Source: an optimization exercise on an open RTL-to-GDS flow (aim: small area, a short achievable clock period and few clock cycles per item). Production flows keep margins and buffers that such runs may drop. At most, simulation tests tie the RTL to the original design; equivalence was not proved.

// adf4350_plan
module adf4350_plan (
    input  wire        clk,
    input  wire        rst,           
    input  wire        in_valid,
    output wire        in_ready,
    input  wire [31:0] in_f,          
    input  wire [15:0] in_ref,        
    output wire        out_valid,
    input  wire        out_ready,
    output wire [2:0]  out_div,
    output wire [22:0] out_int,
    output wire [22:0] out_frac,
    output wire [22:0] out_mod
);
    reg        busy;
    reg        done;
    reg [3:0]  cnt;         
    reg [2:0]  div_r;
    reg [23:0] q_r;         
    reg        c_r;         
    reg [2:0]  r5;
    reg [22:0] rem;         
    reg [20:0] mod_q;       
    wire accept = in_valid & in_ready;
    assign in_ready  = ~busy & (~done | out_ready);
    assign out_valid = done;
    reg [2:0] div_sel;
    always @(*) begin
        if      (in_f < 32'd68750)   div_sel = 3'd6;
        else if (in_f < 32'd137500)  div_sel = 3'd5;
        else if (in_f < 32'd275000)  div_sel = 3'd4;
        else if (in_f < 32'd550000)  div_sel = 3'd3;
        else if (in_f < 32'd1100000) div_sel = 3'd2;
        else if (in_f < 32'd2200000) div_sel = 3'd1;
        else                         div_sel = 3'd0;
    end
    wire [5:0]  top_d5 = in_f[31:24] / 3'd5;
  ...
Size in the first run: about 940 cells after synthesis, roughly 81 flip-flops, ~130 I/O pins.
Settings: LEC_CHECK=0, ABC_CLOCK_PERIOD_IN_PS=4000, CAP_MARGIN=20, CORE_MARGIN=2, CORE_UTILIZATION=40, SETUP_SLACK_MARGIN=3.0, SLEW_MARGIN=20; clock period 7.0 ns.
standard.sh (not shown) runs the stock make flow with config.mk's settings and CLKGATE_MAP_FILE= SYNTH_SCRIPT=/design/flow/synth_recipe.tcl, a recipe that flattens the netlist after the stock synthesis.
==> flow/flow/run.sh <==
#!/bin/bash
set -euo pipefail
export BUFFER_PORTS_ARGS="-buffer_cell sky130_fd_sc_hd__buf_2"
bash standard.sh > orfs_make.log 2>&1
Testbench counts at the start, summed over its fixed seeds: cycles 21,748, items 1,600.
Then changed:
==> flow/flow/run.sh (replaced) <==
#!/bin/bash
set -euo pipefail
export BUFFER_PORTS_ARGS="-buffer_cell sky130_fd_sc_hd__buf_1"
bash standard.sh > orfs_make.log 2>&1
--- a/flow/config.mk
+++ b/flow/config.mk
@@ -7,0 +8 @@
+export ABC_AREA = 1
@@ -12 +13 @@
-export SETUP_SLACK_MARGIN = 3.0
+export SETUP_SLACK_MARGIN = 2.0
What happened: The changed run ran to the end with no violations; utilization decreases by 4.8 points; first-iteration DRC count fell by 11%; setup slack improved by 0.25 ns; cell count goes up by 8.6%; sequential share of layout area came out higher by 2.3 points; routed wire length drops by 8.4%; critical path depth grows by 9; global-route usage shrinks by 1.5 points; synthesized area stays flat.
Then changed:
--- a/flow/config.mk
+++ b/flow/config.mk
@@ -9 +8,0 @@
-export ABC_CLOCK_PERIOD_IN_PS = 4000
@@ -12,2 +11,3 @@
-export CORE_UTILIZATION = 40
-export SETUP_SLACK_MARGIN = 2.0
+export CORE_UTILIZATION = 60
+export PLACE_DENSITY = 0.75
+export SETUP_SLACK_MARGIN = 2.2
Effect: Worst setup slack gets better by 0.062 ns. Final cell count shrinks by 5.3%. Clock-buffer cell count grows by 2. Design area grows by 2.2%. First-iteration DRC count grows by 120%. Via count grows by 5.8%. Clock skew is about the same. Die area shrinks by 33%.
Then changed:
==> flow/flow/run.sh (replaced) <==
#!/bin/bash
set -euo pipefail
export BUFFER_PORTS_ARGS="-buffer_cell sky130_fd_sc_hd__buf_2"
bash standard.sh > orfs_make.log 2>&1
--- a/flow/config.mk
+++ b/flow/config.mk
@@ -8,0 +9 @@
+export ABC_CLOCK_PERIOD_IN_PS = 4500
@@ -11,3 +12,2 @@
-export CORE_UTILIZATION = 60
-export PLACE_DENSITY = 0.75
-export SETUP_SLACK_MARGIN = 2.2
+export CORE_UTILIZATION = 40
+export SETUP_SLACK_MARGIN = 1.5
Sequential share of layout area went up by 0.59 points.
Global-route usage went down by 8.1 points.
Maximum frequency went down by 7.6%.
Worst setup slack gets worse by 0.38 ns.
Wire length went up by about 1.3%.
Final area went down by 2.7%.
Die area went up by 48%.
Then changed:
==> flow/flow/run.sh (replaced) <==
#!/bin/bash
set -euo pipefail
export BUFFER_PORTS_ARGS="-buffer_cell sky130_fd_sc_hd__buf_1"
bash standard.sh > orfs_make.log 2>&1
--- a/flow/config.mk
+++ b/flow/config.mk
@@ -9 +8,0 @@
-export ABC_CLOCK_PERIOD_IN_PS = 4500
@@ -12,2 +11,2 @@
-export CORE_UTILIZATION = 40
-export SETUP_SLACK_MARGIN = 1.5
+export CORE_UTILIZATION = 60
+export SETUP_SLACK_MARGIN = 2.7
- wire length increases by about a fifth
- setup slack is better by 0.38 ns
- via count is higher by roughly a tenth

========
## run a
Another version of the RTL of adf4350_plan (not shown whole).
For scale: about 1300 cells after synthesis, about 130 I/O pins.
make LEC_CHECK=0 ABC_AREA=1 ABC_CLOCK_PERIOD_IN_PS=3400 CAP_MARGIN=20 CORE_MARGIN=2 CORE_UTILIZATION=40 SETUP_SLACK_MARGIN=3.4 SLEW_MARGIN=20 finish   # period 7.0 ns
run.sh (not shown) runs the stock make flow with config.mk's settings and CLKGATE_MAP_FILE= SYNTH_SCRIPT=/design/flow/synth_recipe.tcl, a recipe that flattens the netlist after the stock synthesis.
Stock flow here: none of the scripts above is used.
Both conditions hold for run a: the flow ran to the end and the final layout passed the timing, design-rule and antenna checks.
Input changes introduced in run b (baseline for comparison: run a):
diff --git a/flow/config.mk b/flow/config.mk
--- a/flow/config.mk
+++ b/flow/config.mk
@@ -8,3 +8,3 @@
 export ABC_AREA = 1
-export ABC_CLOCK_PERIOD_IN_PS = 3400
+export ABC_CLOCK_PERIOD_IN_PS = 3600
 export CAP_MARGIN = 20
@@ -12,3 +12,3 @@
 export CORE_UTILIZATION = 40
-export SETUP_SLACK_MARGIN = 3.4
+export SETUP_SLACK_MARGIN = 3.0
 export SLEW_MARGIN = 20
Notes after the runs:
No run of this note included a check of the RTL's function; only the layout flow was run.

==> static timing again, ports no longer ideal <==
No port has a modelled driver above. Below, the same layouts with a new extraction and two added sets of constraints.
Step 1, drivers: a clkbuf_16 drives clk and a buf_2 each remaining input, both assumed.
Step 2 times the ports against the registers' clock, not the clock port: input delays grow and output delays shrink by t, the midpoint of the rising clock arrivals with the driver on.
a / b / c = ideal ports / drivers / drivers and shift; a / b = the first two.
run	t (ns)	setup WS [ns]	latest minus earliest clock arrival (ns)	worst register clock-pin slew, ns	pins driven straight from the clock port
the first run of note 1	0.394	2.011 / 2.011 / 2.011	0.010 / 0.010	0.07 / 0.07	1
the second run of note 1	0.400	2.259 / 2.259 / 2.008	0.011 / 0.011	0.07 / 0.07	1
the third run of note 1	0.381	2.322 / 2.322 / 2.174	0.009 / 0.008	0.07 / 0.07	1
the fourth run of note 1	0.397	1.937 / 1.937 / 1.937	0.007 / 0.008	0.07 / 0.07	1
the fifth run of note 1	0.386	2.315 / 2.315 / 2.315	0.014 / 0.014	0.07 / 0.07	1
run a	0.396	2.744 / 2.744 / 2.575	0.015 / 0.016	0.08 / 0.08	1
run b	0.397	2.583 / 2.583 / 2.583	0.017 / 0.018	0.08 / 0.08	1
After both steps setup and hold are still met in every run listed. For the second run of note 1, which loses most, drivers alone change the setup slack by 0.000 ns; drivers and shift together by -0.251 ns.
